From an optimization exercise on the open Yosys and OpenROAD flow, aimed at small area, a short achievable clock period and few clock cycles; shortcuts taken in it are not production practice. The RTL was checked by simulation tests, not by an equivalence proof against the original design.

run 1:
==> flow/design.v (excerpt) <==
module tc_engine (
    input  wire        clk,
    input  wire        rst,           
    input  wire        cmd_valid,
    output reg         cmd_ready,
    input  wire [1:0]  cmd_op,        
    input  wire [47:0] cmd_data,      
    input  wire [15:0] cmd_cent,      
    input  wire        cmd_midf,      
    output reg         done,
    output reg  [2:0]  done_evt,      
    output reg  [2:0]  eng_state,
    output reg         mode,
    output wire [3:0]  err_code,
    output reg  [5:0]  sec,
    output reg  [5:0]  min,
    output reg  [4:0]  hr,
    output wire [31:0] days,
    output reg  [1:0]  page,
    output reg  [15:0] cent,
    output reg         midf,
    output reg         bank,
    output wire [1:0]  blink,
    output reg         lcd_on,
    output wire [47:0] disp0,         
    output wire [47:0] disp1
);
    localparam [1:0] OP_TICK = 2'd0, OP_COMMIT = 2'd1, OP_LAUNCH = 2'd2, OP_RESTORE = 2'd3;
    localparam [2:0] ST_IDLE = 3'd0, ST_COUNTING = 3'd2, ST_UNLOCKING = 3'd3,
                     ST_TERMINAL = 3'd4, ST_ERROR = 3'd5;
    localparam [3:0] PH_IDLE = 4'd0, PH_COMMIT = 4'd1, PH_RV = 4'd2, PH_R1 = 4'd3,
                     PH_RC = 4'd4, PH_R2 = 4'd5, PH_RADD = 4'd6, PH_DD = 4'd7,
                     PH_DAY = 4'd8, PH_CENT = 4'd9, PH_CFIN = 4'd10;
    localparam [23:0] CD_BLANK = 24'hFFFFFF, CD_ERR = 24'hEAAFF2, CD_NINES = 24'h999999;
    function [6:0] f60;
        input [6:0] i;
        begin
            f60[0] = (i[0]);
            f60[1] = (!i[6] & !i[5] & !i[4] & !i[2] & i[1]) | (i[5] & !i[4] & !i[3] & !i[2] & !i[1]) | (i[6] & !i[4] & i[2] & !i[1]) | (i[5] & !i[4] & i[2] & i[1]) | (!i[6] & !i[5] & !i[4] & i[3]) | (i[6] & i[4] & !i[3] & !i[2] & !i[1]) | (i[5] & i[4] & !i[2] & i[1]) | (!i[6] & !i[5] & i[4] & i[2] & !i[1]) | (i[5] & i[4] & i[3]) | (i[6] & i[4] & i[2] & i[1]);
  ...
Size in the first run: roughly 2,500 cells after synthesis, roughly 15,000 µm² of cells after synthesis.
export LEC_CHECK = 0
export CAP_MARGIN = 20
export CORE_MARGIN = 2
export CORE_UTILIZATION = 40
export SETUP_SLACK_MARGIN = 2
export SLEW_MARGIN = 20
create_clock -name core_clock -period 60.0 [get_ports {clk}]
standard.sh (not shown) runs the stock make flow with config.mk's settings and CLKGATE_MAP_FILE= SYNTH_SCRIPT=/design/flow/synth_recipe.tcl, a recipe that flattens the netlist after the stock synthesis.
==> flow/flow/run.sh <==
#!/bin/bash
# Layout flow: the standard synthesis (standard.sh synth); then ABC maps the
# combinational logic of that netlist again, for area, with every register cell
# kept as it is (same cells, same instance names); then the standard layout
# (standard.sh) on that netlist, with sky130 buf_1 cells as the port buffers.
# Each tool's output goes to a log file of its own in this folder.
set -euo pipefail
R=orfs/results/${FLOW_PLATFORM}/tc_engine/base
LIB=${FLOW_HOME}/platforms/${FLOW_PLATFORM}/lib/sky130_fd_sc_hd__tt_025C_1v80.lib
YOSYS=${FLOW_HOME}/../tools/install/yosys/bin/yosys
export BUFFER_PORTS_ARGS="-buffer_cell sky130_fd_sc_hd__buf_1"

bash standard.sh synth > standard_synth.log 2>&1

cp "$R/1_2_yosys.v" standard_1_2_yosys.v
sed -e "s#LIB#$LIB#g" -e "s#NETLIST#standard_1_2_yosys.v#" -e "s#TOP#$FLOW_TOP#g" \
    -e "s#OUT#$R/1_2_yosys.v#" flow/resynth.ys > resynth_run.ys
"$YOSYS" -s resynth_run.ys > resynth.log 2>&1
rm -f "$R/1_synth.odb" "$R/1_synth.sdc"

bash standard.sh > standard_layout.log 2>&1
==> flow/flow/resynth.ys <==
read_liberty -ignore_miss_func LIB
read_verilog NETLIST
hierarchy -top TOP
setattr -mod -set blackbox 1 sky130_fd_sc_hd__*df*
flatten
opt -purge
abc -liberty LIB -script "+strash;dc2;dch,-f;map,-a;strash;dc2;dch,-f;map,-a;topo;" -dont_use sky130_fd_sc_hd__lpflow_* -dont_use sky130_fd_sc_hd__probe*
splitnets
opt_clean -purge
hilomap -singleton -hicell sky130_fd_sc_hd__conb_1 HI -locell sky130_fd_sc_hd__conb_1 LO
insbuf -buf sky130_fd_sc_hd__buf_4 A X
rename -hide w:*.*
rename -enumerate
select -module TOP
write_verilog -noattr -nohex -nodec -selected OUT
Run 1 closes out successfully: all stages finished, all timing, DRC and antenna checks passed.
Testbench counts of run 1, summed over its fixed seeds: cycles 27,336.
Modified inputs, run 2 compared to run 1
-- flow/flow/resynth.ys --
<<< run 1, line 6
opt -purge
abc -liberty LIB -script "+strash;dc2;dch,-f;map,-a;strash;dc2;dch,-f;map,-a;topo;" -dont_use sky130_fd_sc_hd__lpflow_* -dont_use sky130_fd_sc_hd__probe*
splitnets
>>> run 2, line 6
opt -purge
abc -liberty LIB -dont_use sky130_fd_sc_hd__lpflow_* -dont_use sky130_fd_sc_hd__probe*
splitnets
--- outcome ---
Diff run 1 -> run 2 | synthesized area | increase of 1.2%. Taking run 1 as the reference point, the setup slack of run 2 rises by 670 ps. Summary — via count of the first global-routing pass, run 2 relative to run 1: lower, by 726. [run 2 vs run 1] DRC violation total after the first TritonRoute iteration: higher in run 2.

==> separate check: timing with driven ports <==
How much do the figures lean on ideal ports? The routed layouts below were timed once more, with nothing changed but the port constraints. Step 1: set_driving_cell puts a clkbuf_16 on clk and a buf_2 on each other input, an assumption about the parent block. Step 2 also shifts input and output timing later by t, the mid clock arrival at the registers, as if the neighbouring blocks saw the same clock. a / b / c = ideal / step 1 / step 2; a / b = the first two.
| run | t (ns) | slack for setup (ns) | hold slack, ns | worst slew at a driven data input, ns | pins driven straight from the clock port |
|---|---|---|---|---|---|
| run 1 | 0.514 | 44.188 / 44.217 / 43.702 | 0.480 / 0.480 / 0.480 | 0.07 | 1 |
| run 2 | 0.515 | 44.862 / 44.891 / 44.376 | 0.439 / 0.439 / 0.439 | 0.05 | 1 |
After both steps every run listed still meets setup and hold.
